This design comes from an exercise in tuning for a short achievable clock period and few clock cycles on the open sky130 flow, not from production work.
In this exercise RTL edits were held to simulation tests only and were not proved equivalent to the original.
No activity file was given, so power comes from the tool's default toggle rates.

===== flow/run.sh =====
#!/bin/bash
# Layout flow: the standard flow, with the standard synthesis unchanged,
# the timing repair of the later steps aiming 9.5 ns below the clock period
# (the SDC is unchanged), and the clock tree built with the "full" non-default
# routing rule (wider clock wires and spacing) for less clock latency.
set -euo pipefail
bash standard.sh synth > synth.log 2>&1
bash standard.sh SETUP_SLACK_MARGIN=9.5 "CTS_ARGS=-sink_clustering_enable -repair_clock_nets -apply_ndr full" finish > layout.log 2>&1

===== standard.sh =====
#!/bin/bash
# synth_recipe.tcl (not shown) runs the flow's synth.tcl, then flattens the netlist and writes it again
# the make line also repeats each setting of config.mk as NAME=value (left out here)
make -C /OpenROAD-flow-scripts/flow DESIGN_CONFIG=/design/flow/config.mk WORK_HOME=/design/flow/orfs CLKGATE_MAP_FILE= SYNTH_SCRIPT=/design/flow/synth_recipe.tcl "${@:-finish}"

===== config.mk =====
export PLATFORM = sky130hd
export DESIGN_NAME = icb
export DESIGN_NICKNAME = icb
export VERILOG_FILES = /design/flow/design.v
export SDC_FILE = /design/flow/constraint.sdc
export NUM_CORES = 8
export LEC_CHECK = 0
export CAP_MARGIN = 35
export CORE_MARGIN = 2
export CORE_UTILIZATION = 35
export PLACE_DENSITY = 0.5
export SLEW_MARGIN = 35

===== constraint.sdc =====
create_clock -name core_clock -period 13.0 [get_ports {clk}]
set_input_delay 2.6000 -clock core_clock [delete_from_list [all_inputs] [get_ports {clk}]]
set_output_delay 2.6000 -clock core_clock [all_outputs]
set_load 0.01 [all_outputs]

===== design.v =====
module icb (
    input  wire        clk,
    input  wire        rst,
    input  wire        req_valid,
    output wire        req_ready,
    input  wire        req_we,
    input  wire [7:0]  req_addr,
    input  wire [63:0] req_wdata,
    output reg         rsp_valid,
    output reg  [63:0] rsp_rdata
);
    localparam [63:0] ID_VALUE = 64'h4943_4231_0000_0007;
    reg [63:0] xr [0:15];
    wire [1023:0] xr_flat;
    genvar gx;
    generate
        for (gx = 0; gx < 16; gx = gx + 1) begin : g_xf
            assign xr_flat[64 * gx +: 64] = xr[gx];
        end
    endgenerate
    reg        st_err;
    reg [3:0]  st_code;
    reg [31:0] errcmd;
    reg        ready_q;
    reg        rst_q;
    assign req_ready = ready_q;
    function [63:0] unpack_field;
        input [31:0] w;
        input [2:0]  k;
        begin
            case (k)
                3'd0: unpack_field = {55'd0, w[31:23]};
                3'd1: unpack_field = {{59{w[22]}}, w[22:18]};
                3'd2: unpack_field = {{59{w[17]}}, w[17:13]};
                3'd3: unpack_field = {{59{w[12]}}, w[12:8]};
                3'd4: unpack_field = {60'd0, w[7:4]};
                3'd5: unpack_field = {60'd0, w[3:0]};
                default: unpack_field = 64'd0;
            endcase
        end
    endfunction
    function [15:0] onehot16;
        input [3:0] k;
        begin
            onehot16 = 16'd1 << k;
        end
    endfunction
    function [63:0] xsel;
        input [15:0]   oh;
        input [1023:0] x;
        integer j;
        begin
            xsel = 64'd0;
            for (j = 0; j < 16; j = j + 1)
                xsel = xsel | ({64{oh[j]}} & x[64 * j +: 64]);
        end
    endfunction
    reg        i_v;
    reg        i_we;
    reg [7:0]  i_addr;
    reg [63:0] i_data;
    reg        f_xw, f_cmd, f_clr, f_rd;     
    reg [15:0] f_wr;             
    reg        f_fitsu, f_fitss, f_extu, f_exts, f_insu, f_inss, f_pack, f_unpack;
    reg [1:0]  f_pre;            
    reg [31:0] f_cw;
    reg [63:0] f_data;
    reg [6:0]  f_w;
    reg [5:0]  f_l;
    reg [7:0]  f_end;            
    reg [3:0]  f_rsel;           
    reg        f_rb;             
    reg [15:0] f_sa, f_sb;
    reg        f_grp;            
    reg [2:0]  f_ka, f_kb;       
    reg        f_ea, f_eb, f_e2, f_e3, f_e4, f_e5;   
    reg        f_wa, f_wb, f_w2, f_w3, f_w4, f_w5;   
    reg        e_xw, e_cmd, e_clr, e_rd;
    reg [15:0] e_wr;
    reg        e_fitsu, e_fitss, e_extu, e_exts, e_ins, e_insu, e_inss, e_pack, e_unpack;
    reg [1:0]  e_pre;
    reg [31:0] e_cw;
    reg [3:0]  e_rsel;
    reg        e_rb;
    reg [2:0]  e_rk;
    reg [3:0]  e_s0, e_s1, e_s2;     
    reg [63:0] e_wmask;          
    reg [63:0] e_fmask;          
    reg [63:0] e_top;            
    reg [63:0] e_a, e_b;
    reg [4:0]  e_l2, e_l3, e_l4, e_l5;
    reg        e_c2, e_c3, e_c4, e_c5;
    reg        e_f2, e_f3, e_f4, e_f5;
    reg        w_ok;             
    reg [15:0] w_wr;
    reg        w_unpack;
    reg [63:0] w_val;
    reg [31:0] w_ua;
    reg        w_flt, w_clr;
    reg [3:0]  w_code;
    reg [31:0] w_cw;
    wire [63:0] e_up [0:7];
    wire [63:0] w_up [0:7];
    always @(posedge clk) begin
        ready_q <= !rst;
        rst_q   <= rst;
        i_v     <= !rst && req_valid && ready_q;
        i_we    <= req_we;
        i_addr  <= req_addr;
        i_data  <= req_wdata;
    end
    wire [31:0] c   = i_data[31:0];
    wire [3:0]  rd  = c[25:22];
    wire [3:0]  rs1 = c[21:18];
    wire [3:0]  rs2 = c[17:14];
    wire [6:0]  fw  = c[13:7];
    wire [6:0]  fl  = c[6:0];
    wire d_xw  = i_v &&  i_we && i_addr[7:4] == 4'd0;
    wire d_cmd = i_v &&  i_we && i_addr == 8'h10;
    wire d_clr = i_v &&  i_we && i_addr == 8'h11 && i_data[0];
    wire d_rd  = i_v && !i_we;
    wire is_fitsu  = (c & 32'hFC03_C07F) == 32'h0400_0000;
    wire is_fitss  = (c & 32'hFC03_C07F) == 32'h0800_0000;
    wire is_extu   = (c & 32'hFC03_C000) == 32'h0C00_0000;
    wire is_exts   = (c & 32'hFC03_C000) == 32'h1000_0000;
    wire is_insu   = (c & 32'hFC00_0000) == 32'h1400_0000;
    wire is_inss   = (c & 32'hFC00_0000) == 32'h1800_0000;
    wire is_pack   = (c & 32'hFC1F_FFFF) == 32'h8000_0000;
    wire is_unpack = (c & 32'hFDC3_FFFF) == 32'h8400_0000;
    wire is_bitfield = is_fitsu | is_fitss | is_extu | is_exts | is_insu | is_inss;
    wire legal       = ~|i_data[63:32] && (is_bitfield | is_pack | is_unpack);
    wire [7:0] span_end = {1'b0, fw} + {1'b0, fl};
    wire       span_ok  = (fw != 7'd0) && (fw <= 7'd64) && (span_end <= 8'd64);
    wire [1:0] d_pre = !legal ? 2'd1 : (is_bitfield && !span_ok) ? 2'd2 : 2'd0;
    wire       d_run = d_cmd && d_pre == 2'd0;
    wire [15:0] d_wr = d_xw                ? onehot16(i_addr[3:0]) :
                       (d_run && is_unpack) ? (rd[3] ? 16'h3F00 : 16'h003F) :
                       d_run               ? onehot16(rd) : 16'd0;
    wire        grp  = rs1[3];
    wire [3:0]  ib   = !i_we ? i_addr[3:0] : is_pack ? {grp, 3'd1} : rs2;
    wire [15:0] sa   = onehot16(rs1);
    wire [15:0] sb   = onehot16(ib);
    wire [15:0] s2   = grp ? 16'h0400 : 16'h0004;
    wire [15:0] s3   = grp ? 16'h0800 : 16'h0008;
    wire [15:0] s4   = grp ? 16'h1000 : 16'h0010;
    wire [15:0] s5   = grp ? 16'h2000 : 16'h0020;
    always @(posedge clk) begin
        if (rst_q) begin
            f_xw  <= 1'b0;
            f_cmd <= 1'b0;
            f_clr <= 1'b0;
            f_rd  <= 1'b0;
            f_wr  <= 16'd0;
        end else begin
            f_xw  <= d_xw;
            f_cmd <= d_cmd;
            f_clr <= d_clr;
            f_rd  <= d_rd;
            f_wr  <= d_wr;
        end
        f_fitsu  <= is_fitsu;
        f_fitss  <= is_fitss;
        f_extu   <= is_extu;
        f_exts   <= is_exts;
        f_insu   <= is_insu;
        f_inss   <= is_inss;
        f_pack   <= is_pack;
        f_unpack <= is_unpack;
        f_pre    <= d_pre;
        f_cw     <= c;
        f_data   <= i_data;
        f_w      <= fw;
        f_l      <= fl[5:0];
        f_end    <= span_end;
        f_rsel   <= {i_addr == 8'h13, i_addr == 8'h12, i_addr == 8'h11,
                     i_addr[7:4] == 4'd0};
        f_sa     <= sa;
        f_sb     <= sb;
        f_grp    <= grp;
        f_ka     <= rs1[2:0];
        f_kb     <= ib[2:0];
        f_ea     <= |(sa & f_wr);
        f_eb     <= i_we && |(sb & f_wr);
        f_rb     <= !i_we && |(sb & f_wr);
        f_e2     <= |(s2 & f_wr);
        f_e3     <= |(s3 & f_wr);
        f_e4     <= |(s4 & f_wr);
        f_e5     <= |(s5 & f_wr);
        f_wa     <= |(sa & e_wr);
        f_wb     <= |(sb & e_wr);
        f_w2     <= |(s2 & e_wr);
        f_w3     <= |(s3 & e_wr);
        f_w4     <= |(s4 & e_wr);
        f_w5     <= |(s5 & e_wr);
    end
    wire [63:0] nwmask = ~e_wmask;
    wire [63:0] smask  = {1'b1, ~e_wmask[63:1]};      
    wire fu_a = ~|(e_a & nwmask);
    wire fs_a = ~|(e_a & smask) | &(e_a | ~smask);
    wire fu_b = ~|(e_b & nwmask);
    wire fs_b = ~|(e_b & smask) | &(e_b | ~smask);
    function [63:0] shr4;
        input [63:0] v;
        input [3:0]  s;
        input integer u;
        integer j;
        begin
            shr4 = ({64{s[0]}} & v) | ({64{s[1]}} & (v >> u)) |
                   ({64{s[2]}} & (v >> (2 * u))) | ({64{s[3]}} & (v >> (3 * u)));
        end
    endfunction
    function [63:0] shl4;
        input [63:0] v;
        input [3:0]  s;
        input integer u;
        begin
            shl4 = ({64{s[0]}} & v) | ({64{s[1]}} & (v << u)) |
                   ({64{s[2]}} & (v << (2 * u))) | ({64{s[3]}} & (v << (3 * u)));
        end
    endfunction
    wire [63:0] a_sh = shr4(shr4(shr4(e_a, e_s0, 1), e_s1, 4), e_s2, 16);
    wire [63:0] b_sh = shl4(shl4(shl4(e_b, e_s0, 1), e_s1, 4), e_s2, 16);
    wire [63:0] ext_u    = a_sh & e_wmask;
    wire        ext_sign = |(e_a & e_top);
    wire [63:0] ext_s    = ext_u | (nwmask & {64{ext_sign}});
    wire [63:0] ins_res  = (e_a & ~e_fmask) | (b_sh & e_fmask);
    wire        wv_s5 = w_unpack | ~|w_val[63:4] | &w_val[63:4];
    wire        wv_u4 = w_unpack | ~|w_val[63:4];
    wire [4:0]  g2 = e_f2 ? w_up[2][4:0] : e_l2;
    wire [4:0]  g3 = e_f3 ? w_up[3][4:0] : e_l3;
    wire [4:0]  g4 = e_f4 ? w_up[4][4:0] : e_l4;
    wire [4:0]  g5 = e_f5 ? w_up[5][4:0] : e_l5;
    wire        c2 = e_f2 ? wv_s5 : e_c2;
    wire        c3 = e_f3 ? wv_s5 : e_c3;
    wire        c4 = e_f4 ? wv_u4 : e_c4;
    wire        c5 = e_f5 ? wv_u4 : e_c5;
    wire pk_ok = ~|e_a[63:9] & (~|e_b[63:4] | &e_b[63:4]) & c2 & c3 & c4 & c5;
    wire [63:0] pk_word = {32'd0, e_a[8:0], e_b[4:0], g2, g3, g4[3:0], g5[3:0]};
    wire [63:0] res = ({64{e_fitsu}} & {63'd0, fu_a}) |
                      ({64{e_fitss}} & {63'd0, fs_a}) |
                      ({64{e_extu}}  & ext_u)         |
                      ({64{e_exts}}  & ext_s)         |
                      ({64{e_ins}}   & ins_res)       |
                      ({64{e_pack}}  & pk_word)       |
                      ({64{e_xw}}    & e_a);
    genvar g;
    generate
        for (g = 0; g < 8; g = g + 1) begin : g_up
            assign e_up[g] = e_unpack ? unpack_field(e_a[31:0], g) : res;
            assign w_up[g] = w_unpack ? unpack_field(w_ua, g) : w_val;
        end
    endgenerate
    wire range_flt = (e_insu & ~fu_b) | (e_inss & ~fs_b) | (e_pack & ~pk_ok);
    wire exec     = e_cmd && !st_err;
    wire exec_flt = exec && (e_pre != 2'd0 || range_flt);
    wire wr_ok    = e_xw || (exec && e_pre == 2'd0 && !range_flt);
    function [63:0] fetch;
        input        fe, fw;
        input [63:0] ev, wv, x;
        begin
            if (fe)
                fetch = ev;
            else if (fw)
                fetch = wv;
            else
                fetch = x;
        end
    endfunction
    wire [63:0] xa = xsel(f_sa, xr_flat);
    wire [63:0] xb = xsel(f_sb, xr_flat);
    wire [63:0] x2 = f_grp ? xr[10] : xr[2];
    wire [63:0] x3 = f_grp ? xr[11] : xr[3];
    wire [63:0] x4 = f_grp ? xr[12] : xr[4];
    wire [63:0] x5 = f_grp ? xr[13] : xr[5];
    wire [63:0] v2 = (f_w2 && w_ok) ? w_up[2] : x2;
    wire [63:0] v3 = (f_w3 && w_ok) ? w_up[3] : x3;
    wire [63:0] v4 = (f_w4 && w_ok) ? w_up[4] : x4;
    wire [63:0] v5 = (f_w5 && w_ok) ? w_up[5] : x5;
    reg [63:0] m_w, m_f, m_t;
    integer k;
    always @(*) begin
        for (k = 0; k < 64; k = k + 1) begin
            m_w[k] = ({1'b0, f_w} > k);
            m_f[k] = (f_l <= k) && ({1'b0, f_end} > k);
            m_t[k] = ({1'b0, f_end} == k + 1);
        end
    end
    wire f_run = f_cmd && f_pre == 2'd0;
    always @(posedge clk) begin
        if (rst_q) begin
            e_xw  <= 1'b0;
            e_cmd <= 1'b0;
            e_clr <= 1'b0;
            e_rd  <= 1'b0;
        end else begin
            e_xw  <= f_xw;
            e_cmd <= f_cmd;
            e_clr <= f_clr;
            e_rd  <= f_rd;
        end
        e_wr     <= f_wr;
        e_fitsu  <= f_run && f_fitsu;
        e_fitss  <= f_run && f_fitss;
        e_extu   <= f_run && f_extu;
        e_exts   <= f_run && f_exts;
        e_ins    <= f_run && (f_insu || f_inss);
        e_insu   <= f_run && f_insu;
        e_inss   <= f_run && f_inss;
        e_pack   <= f_run && f_pack;
        e_unpack <= f_run && f_unpack;
        e_pre    <= f_pre;
        e_cw     <= f_cw;
        e_rsel   <= f_rsel;
        e_rb     <= f_rb;
        e_rk     <= f_kb;
        e_s0     <= 4'd1 << f_l[1:0];
        e_s1     <= 4'd1 << f_l[3:2];
        e_s2     <= 4'd1 << f_l[5:4];
        e_wmask  <= (f_w >= 7'd64) ? {64{1'b1}} : m_w;
        e_fmask  <= m_f;
        e_top    <= m_t;
        e_a  <= f_xw ? f_data : fetch(f_ea, f_wa && w_ok, e_up[f_ka], w_up[f_ka], xa);
        e_b  <= fetch(f_eb, f_wb && w_ok, e_up[f_kb], w_up[f_kb], xb);
        e_l2 <= v2[4:0];
        e_l3 <= v3[4:0];
        e_l4 <= v4[4:0];
        e_l5 <= v5[4:0];
        e_c2 <= ~|v2[63:4] | &v2[63:4];
        e_c3 <= ~|v3[63:4] | &v3[63:4];
        e_c4 <= ~|v4[63:4];
        e_c5 <= ~|v5[63:4];
        e_f2 <= f_e2;
        e_f3 <= f_e3;
        e_f4 <= f_e4;
        e_f5 <= f_e5;
    end
    always @(posedge clk) begin
        if (rst_q)
            st_err <= 1'b0;
        else if (exec_flt)
            st_err <= 1'b1;
        else if (e_clr)
            st_err <= 1'b0;
    end
    always @(posedge clk) begin
        if (rst_q) begin
            w_ok  <= 1'b0;
            w_flt <= 1'b0;
            w_clr <= 1'b0;
        end else begin
            w_ok  <= wr_ok;
            w_flt <= exec_flt;
            w_clr <= e_clr;
        end
        w_wr     <= e_wr;
        w_unpack <= e_unpack;
        w_val    <= res;
        w_ua     <= e_a[31:0];
        w_code   <= {2'b00, e_pre == 2'd0 ? 2'd3 : e_pre};
        w_cw     <= e_cw;
    end
    integer i;
    always @(posedge clk) begin
        for (i = 0; i < 16; i = i + 1) begin
            if (rst_q)
                xr[i] <= 64'd0;
            else if (w_ok && w_wr[i])
                xr[i] <= w_up[i % 8];
        end
    end
    always @(posedge clk) begin
        if (rst_q) begin
            st_code <= 4'd0;
            errcmd  <= 32'd0;
        end else if (w_flt) begin
            st_code <= w_code;
            errcmd  <= w_cw;
        end else if (w_clr) begin
            st_code <= 4'd0;
            errcmd  <= 32'd0;
        end
    end
    wire [63:0] rv         = (e_rb && w_ok) ? w_up[e_rk] : e_b;
    wire [3:0]  code_now   = w_flt ? w_code : w_clr ? 4'd0  : st_code;
    wire [31:0] errcmd_now = w_flt ? w_cw   : w_clr ? 32'd0 : errcmd;
    always @(posedge clk) begin
        rsp_valid <= !rst && !rst_q && e_rd;
        rsp_rdata <= ({64{e_rsel[0]}} & rv) |
                     ({64{e_rsel[1]}} & {56'd0, code_now, 3'd0, st_err}) |
                     ({64{e_rsel[2]}} & {32'd0, errcmd_now}) |
                     ({64{e_rsel[3]}} & ID_VALUE);
    end
endmodule

==> results of run 1 <==
[registers in the layout, indices dropped and copies added, names as in the netlist, 16 cells and up]
signal / cells
w_cw: 32
w_ua: 32
rsp_rdata: 64
e_a: 64
i_data: 64
e_cw: 32
e_fmask: 64
f_data: 51
e_b: 64
e_wmask: 64
f_sa: 16
e_wr: 16
f_wr: 16
xr: 1024
e_top: 64
f_sb: 16
errcmd: 32
w_val: 64
w_wr: 16
[cell usage after synthesis, drive strengths merged (35+ instances only)]
master,number,area share [%]
nand4,219,1.5
nand2,1670,6.7
o21a,35,0.28
a22o,378,3.5
a2111oi,82,0.77
inv,163,0.65
buf,195,0.84
o211ai,64,0.51
dfxtp,1935,41
a211oi,483,3.9
nor2,931,3.7
a222oi,162,1.7
o22ai,183,1.2
mux2i,68,0.72
nor4,174,1.2
nand3,273,1.5
nor3,79,0.42
o221ai,47,0.44
a21oi,1091,5.8
mux2,72,0.86
a221oi,209,1.9
a22oi,685,5.5
a21o,40,0.32
nand2b,78,0.52
a31oi,45,0.30
nor2b,214,1.4
o21ai,687,3.7
and2,88,0.59
clkbuf,1086,4.3
[layout by cell type, fill, tap and decap left out, types with 42 or more instances in the layout]
master	Yosys	layout
nand3_1	273	273
diode_2	0	93
and2_1	87	63
inv_1	162	154
a21oi_1	1091	1063
clkdlybuf4s50_1	0	75
dfxtp_1	1935	1806
nand2b_1	78	77
buf_6	3	95
dfxtp_2	0	73
mux2_2	72	72
o211ai_1	64	64
nor2b_1	214	196
nor4_1	174	151
buf_4	2	546
a31oi_1	45	42
nand4_1	219	219
a211oi_1	483	469
a221oi_1	209	198
a22oi_1	684	652
dfxtp_4	0	56
nand2_1	1670	1652
o22ai_1	183	157
clkbuf_8	0	48
a22o_1	378	370
clkbuf_16	0	243
nor2_1	931	914
o21ai_0	684	634
clkbuf_1	1085	45
a222oi_1	162	162
nor3_1	79	70
mux2i_1	68	65
[final cells by class]
class	count	area [um^2]	area share (%)
Multi-Input combinational cell	8520	52200	46.5
Clock inverter	88	1210	1.08
Sequential cell	1935	39000	34.8
Inverter	168	644	0.574
Tap cell	3552	4440	3.96
Timing Repair Buffer	819	7830	6.98
Antenna cell	93	233	0.207
Clock buffer	324	6620	5.90
[worst register-to-register path, stage by stage (launching register included)]
cell	delay [ns]
dfxtp_4	0.41
buf_4	0.24
nand2_1	0.11
o21ai_0	0.08
a22oi_1	0.40
o21ai_4	0.13
buf_16	0.18
buf_8	0.26
o221ai_2	0.73
nand4_1	0.78
[what timing repair did]
item,4_1_cts,5_1_grt
setup endpoints to repair,715,415
pin swaps,40,61
resized for setup,568,184
cloned,7,13
buffers inserted,21,73
[power by group through the flow]
| stage | Sequential, mW | Combinational, mW | Clock [mW] |
|---|---|---|---|
| after global placement | 6.33 | 0.977 | 0 |
| after floorplan | 6.19 | 0.471 | 0 |
| final | 6.21 | 1.15 | 6.92 |
| after detailed placement | 6.33 | 0.974 | 0 |
| after CTS | 6.20 | 0.996 | 6.90 |
| after global routing | 6.20 | 1.10 | 7.14 |
[layer usage]
layer | vias up | wire [um]
met4 | 76 | 83500
li1 | 44000 | -
met2 | 11600 | 299000
met3 | 3977 | 110000
met1 | 55700 | 262000
met5 | - | 1160
[logic make-up after synthesis]
group,synth area share [%]
flops,41.2
fa+ha+maj,0.114
xor+xnor,0.0466
mux,1.66
simple gates,18.4
buf+inv,5.84
compound gates,32.8
[final timing paths]
path,endpoint,slack [ns],cells after the start
hold reg to reg,w_cw[7],0.33,0
setup reg to reg,e_a[44],9.21,9
setup / recovery,rsp_rdata[43],8.84,1
hold / removal,w_cw[7],0.33,0
[stage by stage]
stage / util (%) / worst slack [ns] / power, mW / instances / cell area [um^2]
global route: 41.9 / 8.84 / 14.4 / 15400 / 112000
floorplan: - / 10.06 / 6.67 / 11900 / 94100
detailed placement: 37.6 / 8.36 / 7.30 / 14900 / 101000
finish: 41.9 / 8.84 / 14.3 / 15500 / 112000
CTS: 41.0 / 8.88 / 14.1 / 15300 / 110000
global placement: 37.3 / 7.41 / 7.31 / 14800 / 99900
==> impl_metrics.csv, run 1 <==
group,metric,value,unit
logic_synthesis,ys_seq_elements,1935,
clocking,cts_tree,"built",
sta,setup_violations,0,
setup_path,max_stage_delay,0.47,ns
route,antenna_left,0,
logic_synthesis,synth_seq_area_share,41.2,%
grt,overflow,0,
setup_path,cpMaxStageDelayCell,"dfxtp_4",
logic_synthesis,synth_edf_count,0,
power_and_ir_drop,pwr-share-seq,43.5,%
setup_path,critPathLaunch,"rsp_rdata[43]",
grt,antenna_found_initial,123,
route,routedWlPerCell,48.8,um
sta,finalHoldViolCount,0,
power_and_ir_drop,combinationalPowerShare,8.0,%
sta,finalCriticalPeriod,4.16,ns
sta,fmaxAchievable,240,MHz
grt,grtUsageMet1,59.9,%
route,wl,756000,um
floorplanning,die-width,522,um
route,viasPerCell,7.44,
clocking,cts_hold_buf,0,
floorplanning,core,0.268,mm^2
finish,fillerInstances,27000,
logic_synthesis,ys_async_sr_fraction,0,%
clocking,clock-sinks,1935,
floorplanning,pin_count,142,
setup_path,end_kind,"output pin",
power_and_ir_drop,ir_worst_vdd,0.113,mV
grt,grt_max_degree,215,
sta,skew,0.0865,ns
sta,finalCritPeriodShare,32.0,%
logic_synthesis,syn_nets,12000,
logic_synthesis,syn_area_per_cell,7.91,um^2
power_and_ir_drop,p_int,10.3,mW
grt,grt_use_met3,25.8,%
logic_synthesis,ys_warn_count,2,
flow_run,maxCapViolations,0,
worst_hold_path,hp-class,"reg2reg",
setup_path,timing.rr.start,"w_unpack",
setup_path,cp.required,10.40,ns
place,io_buffers,141,
grt,grt-busiest-layer,"met2",
status,status,"no timing/DRC/antenna violations",
power_and_ir_drop,leakagePower,38.0,nW
setup_path,cp_top_family,"flip-flops",
clocking,clk_pin_slew_worst_paths,0.06,ns
grt,grtUsageMet2,73.5,%
floorplanning,die_y,522,um
clocking,root_buffer,"clkbuf_16",
logic_synthesis,synthDistinctLibCells,91,
floorplanning,start_util,35.2,%
sta,whs,0.327,ns
sta,tns,0,ns
power_and_ir_drop,clkPwrFrac,48.5,%
clocking,cts_buffer_depth,4,
place,place_hpwl,517000,um
sta,slew_violations,0,
finish,syn2layout_area_growth,19.3,%
setup_path,worst-setup-path-type,"reg2out",
setup_path,path_cells,"buf_6",
logic_synthesis,syn-instance-count,11900,
power_and_ir_drop,p_sw_share,28.2,%
route,vias,115000,
floorplanning,num_rows,190,
route,drc,0,
clocking,cts_made_buffers,226,
logic_synthesis,ys.flop_type,"dfxtp_1",
grt,grt_pass1_wl,979000,um
grt,grt_pass1_vias,102000,
finish,drive_gt1_share,14.6,%
route,drtIter0Drc,24000,
logic_synthesis,netlist_area,0.0941,mm^2
setup_path,start_kind,"flip-flop",
setup_path,path_buf_inv,1,
grt,grt_usage,52.9,%
sta,worstMarginPinSlew,1.20,ns
sta,relSlewSlack,19.4,%
floorplanning,dieArea,0.273,mm^2
power_and_ir_drop,netSwitchingPower,4.02,mW
route,drt-pass1-iter-count,14,
place,place.gp.congestion,1.14,
finish,final_nets,11800,
setup_path,worstPathArrival,1.56,ns
clocking,clock_latency,1.01,ns
power_and_ir_drop,power_density,127,mW/mm^2
worst_hold_path,hold_start,"e_cw[7]",
setup_path,worst-path-max-fanout,1,
sta,grt_setup_unrepaired,"yes",
clocking,cts_max_level,4,
Testbench counts, summed over its fixed seeds: cycles 32,048.
==> inputs of run 2 (changes only) <==
==> flow/run.sh (replaced) <==
#!/bin/bash
# Layout flow: the standard flow, with the standard synthesis unchanged,
# the timing repair of the later steps aiming 9.5 ns below the clock period
# (the SDC is unchanged), and the clock tree built with the "half" non-default
# routing rule (wider clock wires and spacing) for less clock latency.
set -euo pipefail
bash standard.sh synth > synth.log 2>&1
bash standard.sh SETUP_SLACK_MARGIN=9.5 "CTS_ARGS=-sink_clustering_enable -repair_clock_nets -apply_ndr half" finish > layout.log 2>&1
==> impl_metrics.csv, run 2 <==
group,metric,value,unit
grt,overflow,0,
grt,grt_max_degree,215,
sta,whs,0.325,ns
setup_path,cp.required,10.40,ns
clocking,cts_buffer_depth,4,
sta,final.setup.worst_slack,8.87,ns
logic_synthesis,syn-instance-count,11900,
setup_path,worst-path-max-fanout,1,
logic_synthesis,synth_seq_area_share,41.2,%
floorplanning,num_rows,190,
logic_synthesis,synth.area.top_cells,"dfxtp_1 41%, nand2_1 6.7%, a21oi_1 5.8%",
clocking,cts_hold_buf,0,
floorplanning,dieArea,0.273,mm^2
floorplanning,die-width,522,um
grt,grt_pass1_wl,978000,um
setup_path,start_kind,"flip-flop",
setup_path,cpMaxStageDelayCell,"dfxtp_4",
logic_synthesis,synth.most_common_cell,"dfxtp_1",
worst_hold_path,hp-class,"reg2reg",
setup_path,cp_top_family,"flip-flops",
setup_path,max_stage_delay,0.45,ns
clocking,cts_made_buffers,226,
logic_synthesis,synth_top_cell_area_share,41.2,%
floorplanning,die_y,522,um
logic_synthesis,ys_warn_count,2,
logic_synthesis,synthTopCellsByCount,"1,935 x dfxtp_1, 1,670 x nand2_1, 1,091 x a21oi_1, 1,085 x clkbuf_1, 931 x nor2_1",
finish,finalCoreUtilization,41.7,%
sta,tns,0,ns
sta,finalCriticalPeriod,4.13,ns
setup_path,worst-setup-path-type,"reg2out",
place,post-place-ws,8.36,ns
logic_synthesis,ys_seq_elements,1935,
route,top_layer,"met5",
route,drt-met1-wl,260000,um
clocking,clock-sinks,1935,
status,status,"no timing/DRC/antenna violations",
sta,slew_violations,0,
place,io_buffers,141,
logic_synthesis,synthDistinctLibCells,91,
place,place_hpwl,517000,um
power_and_ir_drop,leakagePower,37.7,nW
finish,drive_gt1_share,14.2,%
finish,layout_common_cells,"1,805 x dfxtp_1, 1,651 x nand2_1, 1,064 x a21oi_1, 914 x nor2_1, 660 x a22oi_1",
sta,finalCritPeriodShare,31.8,%
clocking,cts_tree,"built",
power_and_ir_drop,ir_worst_vdd,0.114,mV
route,antenna_left,0,
finish,largest_register,"xr",
sta,grt_setup_unrepaired,"yes",
finish,fin_cells,15500,
clocking,clk_pin_slew_worst_paths,0.06,ns
route,routedWlPerCell,48.6,um
logic_synthesis,netlist_area,0.0941,mm^2
route,met2_length,297000,um
sta,relSlewSlack,21.1,%
place,placed_cell_area,0.101,mm^2
power_and_ir_drop,power_density,128,mW/mm^2
sta,fmaxAchievable,242,MHz
floorplanning,pin_count,142,
floorplanning,core,0.268,mm^2
logic_synthesis,syn_nets,12000,
route,vias,115000,
logic_synthesis,syn_area_per_cell,7.91,um^2
place,place.gp.congestion,1.14,
route,drc,0,
finish,layout_commonest_cell,"dfxtp_1",
sta,skew,0.101,ns
setup_path,worstPathArrival,1.53,ns
route,wl_met3,109000,um
sta,finalHoldViolCount,0,
finish,syn2layout_area_growth,18.7,%
place,dp_cells,14900,
grt,antenna_found_initial,128,
clocking,root_buffer,"clkbuf_16",
route,drt-pass1-iter-count,17,
setup_path,end_kind,"output pin",
clocking,clock_latency,1.00,ns
route,viasPerCell,7.42,
finish,final_nets,11700,
logic_synthesis,ys.flop_type,"dfxtp_1",
route,wl,751000,um
grt,grt_pass1_vias,102000,
route,drtIter0Drc,23900,
flow_run,maxCapViolations,0,
finish,largest_reg_flops,1024,
floorplanning,start_util,35.2,%
setup_path,path_buf_inv,1,
clocking,cts_max_level,4,
grt,grt_usage,52.7,%
logic_synthesis,yosys.area.top_type,"dfxtp_1",
sta,worstMarginPinSlew,1.18,ns
logic_synthesis,synth_edf_count,0,
setup_path,path_cells,"buf_6",
finish,final_area,0.112,mm^2
power_and_ir_drop,power,14.3,mW
logic_synthesis,ys_async_sr_fraction,0,%
sta,setup_violations,0,
## run 2: cell counts after synthesis
Identical to the previous run, type by type.
## run 2: worst paths after layout
check | start | to | slack (ns) | cells past startpoint
worst min register to register | e_cw[22] | w_cw[22] | 0.32 | 0
worst min-delay path | e_cw[22] | w_cw[22] | 0.32 | 0
worst max register to register | e_s2[0] | e_a[49] | 9.24 | 8
worst max-delay path | rsp_rdata[43] | rsp_rdata[43] | 8.87 | 1
## run 2: routing by layer
layer / up-vias / track usage (%)
li1: 43900 / -
met1: 55300 / 59.6
met2: 11500 / 73.4
met3: 3950 / 25.3
met4: 52 / 45.8
met5: - / 0.842
## run 2: final cells by class
class	instances	area, um^2
Fill cell	27000	156000
Multi-Input combinational cell	8520	52200
Sequential cell	1935	39000
Timing Repair Buffer	787	7340
Clock buffer	324	6620
Tap cell	3552	4440
Clock inverter	88	1210
Inverter	168	641
Antenna cell	91	228
## run 2: where the power goes
group          internal, mW  switching (mW)
Combinational         0.244           0.878
Clock                  3.98            2.94
Sequential             6.02           0.195
## run 2: what timing repair did
action                     CTS  global route
buffers inserted            21            50
setup endpoints to repair  715           410
resized for setup          568           162
gates cloned                 7             7
pin swaps                   40            46
## run 2: cells by family after synthesis
group | Yosys count | synth area share [%]
XOR/XNOR | 5 | 0.0466
AO/OA/AOI/OAI | 4497 | 32.8
adder cells (fa/ha/maj) | 8 | 0.114
multiplexers | 143 | 1.66
buffers and inverters | 1449 | 5.84
flip-flops | 1935 | 41.2
AND/OR/NAND/NOR | 3861 | 18.4
==> inputs of run 3 (changes only) <==
--- a/design.v
+++ b/design.v
@@ -55,10 +55,10 @@
                 xsel = xsel | ({64{oh[j]}} & x[64 * j +: 64]);
         end
     endfunction
-    reg        i_v;
-    reg        i_we;
-    reg [7:0]  i_addr;
-    reg [63:0] i_data;
+    wire        i_v    = !rst && req_valid && ready_q;
+    wire        i_we   = req_we;
+    wire [7:0]  i_addr = req_addr;
+    wire [63:0] i_data = req_wdata;
     reg        f_xw, f_cmd, f_clr, f_rd;     
     reg [15:0] f_wr;             
     reg        f_fitsu, f_fitss, f_extu, f_exts, f_insu, f_inss, f_pack, f_unpack;
@@ -104,10 +104,6 @@
     always @(posedge clk) begin
         ready_q <= !rst;
         rst_q   <= rst;
-        i_v     <= !rst && req_valid && ready_q;
-        i_we    <= req_we;
-        i_addr  <= req_addr;
-        i_data  <= req_wdata;
     end
     wire [31:0] c   = i_data[31:0];
     wire [3:0]  rd  = c[25:22];
==> flow/run.sh (replaced) <==
#!/bin/bash
# Layout flow: the standard flow, with the standard synthesis unchanged,
# and the timing repair of the later steps aiming 9.5 ns below the clock
# period (the SDC is unchanged) so that the layout runs as fast as it can.
set -euo pipefail
bash standard.sh synth > synth.log 2>&1
bash standard.sh SETUP_SLACK_MARGIN=9.5 finish > layout.log 2>&1
==> impl_metrics.csv, run 3 <==
group,metric,value,unit
status,status,"complete, but fails checks",
status,check-failures,"antenna rules",
route,routedWlPerCell,48.1,um
clocking,root_buffer,"clkbuf_16",
place,place.gp.congestion,1.08,
logic_synthesis,ys_seq_elements,1861,
logic_synthesis,synthTopCellsByCount,"1,861 x dfxtp_1, 1,741 x nand2_1, 1,167 x a21oi_1, 979 x clkbuf_1, 960 x nor2_1",
setup_path,cp.required,13.87,ns
logic_synthesis,synth.area.top_cells,"dfxtp_1 40%, nand2_1 7.0%, a22oi_1 6.3%",
power_and_ir_drop,power_density,125,mW/mm^2
logic_synthesis,synth_top_cell_area_share,40.1,%
place,place_hpwl,506000,um
clocking,clock-sinks,1861,
clocking,clk_pin_slew_worst_paths,0.06,ns
route,viasPerCell,7.37,
grt,grt_pass1_wl,957000,um
power_and_ir_drop,ir_worst_vdd,0.127,mV
setup_path,path_cells,"buf_12, ha_4, inv_2, fa_2, nor2b_1, o21a_1, nor2_2, xnor2_1, or4_1, a211o_1, o21ai_4, buf_12, a32o_1",
setup_path,timing.rr.start,"f_xw",
logic_synthesis,netlist_area,0.0930,mm^2
grt,grtUsageMet1,60.7,%
logic_synthesis,ys_warn_count,2,
flow_run,maxCapViolations,0,
sta,tns,0,ns
place,placed_cell_area,0.0993,mm^2
route,drt-pass1-iter-count,11,
finish,fin_cells,15300,
route,wl,737000,um
setup_path,cpMaxStageDelayCell,"or4_1",
finish,fillerInstances,26700,
setup_path,reg2reg_to,"e_a[5]",
grt,grt_pass1_vias,101000,
floorplanning,start_util,35.1,%
sta,setup_violations,0,
finish,layout_commonest_cell,"dfxtp_1",
logic_synthesis,synth_edf_count,0,
setup_path,rr_worst_depth,8,
grt,grt_use_met3,22.3,%
sta,fmaxAchievable,241,MHz
logic_synthesis,syn_area_per_cell,7.85,um^2
floorplanning,num_rows,189,
grt,grt_max_degree,160,
finish,seq_area,0.0375,mm^2
clocking,cts_buffer_depth,4,
setup_path,max_stage_delay,0.50,ns
finish,largest_register,"xr",
setup_path,worst-setup-path-type,"in2reg",
floorplanning,die-width,519,um
sta,skew,0.101,ns
logic_synthesis,synthDistinctLibCells,96,
clocking,cts_max_level,4,
power_and_ir_drop,leakagePower,36.9,nW
finish,largest_reg_flops,1024,
logic_synthesis,yosys.area.top_type,"dfxtp_1",
grt,grt-busiest-layer,"met2",
sta,finalCritPeriodShare,31.9,%
worst_hold_path,whs_path_depth,0,
place,dp_cells,14800,
sta,slew_violations,0,
floorplanning,dieArea,0.270,mm^2
setup_path,end_kind,"flip-flop",
setup_path,path_common_cell,"buf_12",
place,io_buffers,141,
finish,syn2layout_area_growth,17.8,%
sta,grt_setup_unrepaired,"yes",
logic_synthesis,synth.most_common_cell,"dfxtp_1",
sta,finalHoldViolCount,0,
finish,multiInputGateArea,0.0522,mm^2
logic_synthesis,synth_seq_area_share,40.1,%
finish,final_nets,11600,
setup_path,r2r_slack,9.23,ns
logic_synthesis,syn-instance-count,11800,
floorplanning,pin_count,142,
route,antenna_left,1,
floorplanning,die_y,519,um
route,drc,0,
clocking,cts_made_buffers,218,
logic_synthesis,ys.flop_type,"dfxtp_1",
grt,grt_usage,51.7,%
worst_hold_path,min_to,"w_cw[10]",
finish,drive_gt1_share,14.5,%
floorplanning,core,0.265,mm^2
route,vias,113000,
clocking,clock_latency,0.98,ns
logic_synthesis,syn_nets,11900,
grt,antenna_found_initial,105,
worst_hold_path,hp-class,"reg2reg",
setup_path,start_kind,"primary input",
logic_synthesis,ys_async_sr_fraction,0,%
clocking,cts_tree,"built",
worst_hold_path,hold_start,"e_cw[10]",
sta,finalCriticalPeriod,4.15,ns
finish,final_area,0.109,mm^2
setup_path,worst-path-max-fanout,16,
grt,overflow,0,
sta,worstMarginPinSlew,1.19,ns
finish,layout_common_cells,"1,739 x dfxtp_1, 1,719 x nand2_1, 1,140 x a21oi_1, 943 x nor2_1, 759 x a22oi_1",
route,drtIter0Drc,22800,
grt,grtUsageMet2,71.9,%
sta,relSlewSlack,19.8,%
setup_path,worstPathArrival,5.01,ns
[run 3: through the flow]
stage,utilization [%],hold slack [ns],setup WS [ns],power [mW]
3_5_place_dp,37.5,0.312,7.09,7.07
5_1_grt,41.3,0.315,8.76,13.8
3_3_place_gp,37.3,0.310,6.91,7.06
6_report,41.4,0.305,8.85,13.6
2_1_floorplan,-,0.310,8.14,6.44
4_1_cts,40.8,0.308,8.85,13.5
[run 3: worst max-delay path by stage]
| stage | from | endpoint |
|---|---|---|
| after floorplan | req_wdata[0] | f_wr[10] |
| after global placement | req_wdata[48] | f_wr[1] |
| after detailed placement | req_wdata[48] | f_wr[1] |
| after CTS | req_wdata[0] | f_wr[1] |
| after global routing | req_wdata[0] | f_wr[10] |
| final | req_wdata[0] | f_wr[1] |
[run 3: kinds of logic (layout without fill, tap and decap cells)]
group | Yosys count | count (layout) | share of synthesized area [%]
xor+xnor | 5 | 5 | 0.0471
fa+ha+maj | 8 | 8 | 0.116
mux | 192 | 192 | 2.27
compound gates | 4493 | 4493 | 33.2
simple gates | 3813 | 3818 | 18.1
other cells | 0 | 65 | 0
buf+inv | 1470 | 1361 | 6.21
flops | 1861 | 1861 | 40.1
[run 3: metal layers]
| layer | share of wire, % | wire, um |
|---|---|---|
| met5 | 0.080 | 591 |
| met4 | 11 | 79400 |
| met3 | 14 | 105000 |
| met2 | 39 | 289000 |
| met1 | 36 | 263000 |
[run 3: final cells by class]
class                           instances  share of cell area, %
Timing Repair Buffer                  772                   6.41
Multi-Input combinational cell       8516                   47.7
Inverter                              195                  0.695
Tap cell                             3533                   4.04
Clock buffer                          315                   5.81
Antenna cell                           65                  0.149
Sequential cell                      1861                   34.3
Clock inverter                         79                  0.921
[run 3: worst max-delay path, delay by kind of cell]
kind | cells | cell delay, ns
AOI/OAI and AO/OA | 4 | 0.84
xor gates and xnor gates | 1 | 0.14
adders and majority gates | 2 | 0.47
buffers and inverters | 3 | 0.28
and+or+nand+nor | 3 | 0.68
[run 3: power by group]
group          leakage (nW)  switching [mW]  internal (mW)
Clock                  3.60            2.78           3.75
Combinational          18.1           0.888          0.249
Sequential             15.2           0.182           5.79
[run 3: what timing repair did]
item	in CTS	in global routing
setup endpoints to repair	591	335
gates cloned	6	6
pin swaps	47	28
resized for setup	642	138
hold buffers	0	0
setup buffers	50	25
Testbench counts of run 3, summed over its fixed seeds: cycles 32,040.
==> inputs of run 4 (changes only) <==
--- a/config.mk
+++ b/config.mk
@@ -7,6 +7,6 @@
 export LEC_CHECK = 0
 export CAP_MARGIN = 35
 export CORE_MARGIN = 2
-export CORE_UTILIZATION = 35
+export CORE_UTILIZATION = 33
 export PLACE_DENSITY = 0.5
 export SLEW_MARGIN = 35
==> impl_metrics.csv, run 4 <==
group,metric,value,unit
floorplanning,num_rows,194,
logic_synthesis,ys.flop_type,"dfxtp_1",
finish,finalCoreUtilization,39.7,%
logic_synthesis,ys_seq_elements,1861,
route,wl,755000,um
setup_path,worst-path-max-fanout,1,
setup_path,end_kind,"output pin",
sta,skew,0.0976,ns
setup_path,worst-setup-path-type,"reg2out",
place,place.gp.congestion,1.08,
setup_path,timing.rr.start,"w_ok",
route,antenna_left,0,
logic_synthesis,synthTopCellsByCount,"1,861 x dfxtp_1, 1,741 x nand2_1, 1,167 x a21oi_1, 979 x clkbuf_1, 960 x nor2_1",
setup_path,reg2reg_to,"e_b[49]",
route,routedWlPerCell,48.4,um
sta,tns,0,ns
place,io_buffers,141,
setup_path,worstPathArrival,1.51,ns
sta,setup_violations,0,
place,place_hpwl,516000,um
sta,whs,0.310,ns
grt,grt_usage,50.1,%
logic_synthesis,synth_edf_count,0,
logic_synthesis,syn-instance-count,11800,
logic_synthesis,ys_async_sr_fraction,0,%
route,drt-pass1-iter-count,17,
sta,grt_setup_unrepaired,"yes",
finish,final_nets,11700,
clocking,clock-sinks,1861,
setup_path,r2r_slack,9.26,ns
logic_synthesis,yosys.area.top_type,"dfxtp_1",
floorplanning,core,0.280,mm^2
sta,relSlewSlack,14.7,%
clocking,clock_latency,1.01,ns
grt,grt_pass1_wl,977000,um
route,vias,113000,
setup_path,cpMaxStageDelayCell,"dfxtp_4",
floorplanning,start_util,33.2,%
clocking,clk_pin_slew_worst_paths,0.06,ns
finish,drive_gt1_share,15.3,%
flow_run,maxCapViolations,0,
logic_synthesis,yosys.area_share.simple,18.1,%
floorplanning,die-width,535,um
sta,fmaxAchievable,243,MHz
worst_hold_path,whs_path_depth,0,
setup_path,max_stage_delay,0.41,ns
sta,finalCriticalPeriod,4.11,ns
power_and_ir_drop,ir_worst_vdd,0.111,mV
finish,syn2layout_area_growth,19.6,%
finish,layout_common_cells,"1,734 x dfxtp_1, 1,717 x nand2_1, 1,140 x a21oi_1, 934 x nor2_1, 739 x a22oi_1",
sta,slew_violations,0,
floorplanning,die_y,535,um
route,viasPerCell,7.23,
grt,grt_max_degree,185,
grt,grt_pass1_vias,101000,
sta,finalHoldViolCount,0,
status,status,"no timing/DRC/antenna violations",
power_and_ir_drop,power_density,126,mW/mm^2
logic_synthesis,synth.area.top_cells,"dfxtp_1 40%, nand2_1 7.0%, a22oi_1 6.3%",
logic_synthesis,synth_fa_ha_area_share,0.116,%
grt,antenna_found_initial,100,
logic_synthesis,synth_top_cell_area_share,40.1,%
sta,worstMarginPinSlew,1.28,ns
setup_path,cp.required,10.40,ns
setup_path,cp_top_family,"flip-flops",
logic_synthesis,synth-xor-area-share,0.0471,%
setup_path,start_kind,"flip-flop",
finish,layout_commonest_cell,"dfxtp_1",
worst_hold_path,min_to,"w_cw[30]",
clocking,cts_hold_buf,0,
sta,finalCritPeriodShare,31.6,%
logic_synthesis,ys_warn_count,2,
logic_synthesis,synth-compound-area-share,33.2,%
logic_synthesis,synthDistinctLibCells,96,
logic_synthesis,synth_top_family_by_area,"compound AO/OA/AOI/OAI gates",
logic_synthesis,synth.most_common_cell,"dfxtp_1",
logic_synthesis,muxShareOfSynthArea,2.27,%
place,post-place-ws,7.13,ns
logic_synthesis,netlist_area,0.0930,mm^2
setup_path,rr_worst_depth,9,
grt,overflow,0,
finish,largest_register,"xr",
logic_synthesis,syn_area_per_cell,7.85,um^2
clocking,cts_tree,"built",
route,drtIter0Drc,22800,
clocking,cts_max_level,4,
power_and_ir_drop,leakagePower,37.5,nW
floorplanning,dieArea,0.286,mm^2
finish,largest_reg_flops,1024,
floorplanning,pin_count,142,
logic_synthesis,synth_seq_area_share,40.1,%
worst_hold_path,hold_start,"e_cw[30]",
clocking,cts_made_buffers,220,
setup_path,path_buf_inv,1,
setup_path,path_cells,"buf_6",
clocking,cts_buffer_depth,4,
sta,final.setup.worst_slack,8.89,ns
worst_hold_path,hp-class,"reg2reg",
clocking,root_buffer,"clkbuf_16",
route,drc,0,
logic_synthesis,syn_nets,11900,
-- run 4: cells by family (layout without fill, tap and decap cells) --
logic type | after synthesis | count (layout)
muxes | 192 | 194
buffers and inverters | 1470 | 1415
other | 0 | 74
adders and majority gates | 8 | 8
DFF | 1861 | 1861
AOI/OAI and AO/OA | 4493 | 4493
and+or+nand+nor | 3813 | 3815
xor gates and xnor gates | 5 | 5
-- run 4: stage by stage --
step	instance area, um^2	power (mW)	std cells
floorplan	93200	6.44	11800
global placement	98900	7.10	15000
detailed placement	99700	7.10	15000
CTS	109000	13.8	15400
global route	111000	14.1	15500
finish	111000	14.0	15600
-- run 4: area by class of cell --
class                   instances  area, um^2
inverters                     195         762
clock inverters                96        1260
flip-flops and latches       1861       37500
diodes                         74         185
well taps                    3724        4660
multi-input cells            8515       52500
repair buffers                812        7810
fillers                     28400      169000
clock buffers                 312        6470
-- run 4: worst max-delay path by stage --
stage	cells past startpoint	end	slack [ns]	startpoint
final	1	rsp_rdata[31]	8.89	rsp_rdata[31]
after global routing	13	f_wr[2]	8.82	req_wdata[0]
after CTS	11	f_wr[8]	8.87	req_wdata[0]
after detailed placement	10	f_wr[3]	7.13	req_wdata[0]
after global placement	12	f_wr[3]	7.06	req_wdata[0]
after floorplan	10	f_wr[10]	8.14	req_wdata[0]
-- run 4: per-layer routing --
| layer | GRT usage [%] | up-vias | part of all wire (%) |
|---|---|---|---|
| met5 | 0.849 | - | 0.081 |
| met4 | 42.1 | 68 | 11 |
| met3 | 18.9 | 3299 | 14 |
| met2 | 70.4 | 10800 | 40 |
| met1 | 59.9 | 54800 | 36 |
| li1 | - | 43700 | - |
-- run 4: power by group --
| group | switching (mW) | leakage (nW) | internal [mW] |
|---|---|---|---|
| logic | 0.878 | 18.5 | 0.264 |
| registers | 0.230 | 15.2 | 5.79 |
| clock network | 2.87 | 3.82 | 3.95 |
-- run 4: what timing repair did --
item | CTS | global route
hold endpoints to repair | 0 | 0
pin swaps | 51 | 56
cloned | 11 | 11
buffers inserted | 39 | 49
gates resized for setup | 735 | 192
setup endpoints to repair | 876 | 455

## re-timing with driven ports
The results above use ideal ports. As a check the final layouts listed here were re-extracted and re-timed, cells and wires unchanged. Step 1 (the two cells are an assumption about what drives the block):
set clk [get_ports {clk}]
set_driving_cell -lib_cell sky130_fd_sc_hd__clkbuf_16 $clk
set_driving_cell -lib_cell sky130_fd_sc_hd__buf_2 [delete_from_list [all_inputs] $clk]
Step 2, shift: input delay + t, output delay - t, t = (earliest + latest rising clock arrival at the registers) / 2. This alone moves slack from input paths to output paths. Slacks: no drivers / after step 1 / after step 2; pairs: no drivers / after step 1.
run	t, ns	slack for setup (ns)	worst hold slack (ns)	worst register clock-pin slew, ns	cell pins on the clock port's net
run 1	1.078	8.837 / 8.727 / 9.209	0.327 / 0.327 / 0.327	0.08 / 0.08	1
run 2	1.062	8.870 / 8.756 / 9.244	0.325 / 0.325 / 0.325	0.08 / 0.08	1
run 3	1.026	8.855 / 8.884 / 7.859	0.305 / 0.305 / 0.305	0.08 / 0.08	1
run 4	1.044	8.891 / 8.811 / 7.875	0.310 / 0.310 / 0.310	0.07 / 0.07	1
For run 4, which loses most, drivers alone change the setup slack by -0.080 ns; drivers and shift together by -1.016 ns.
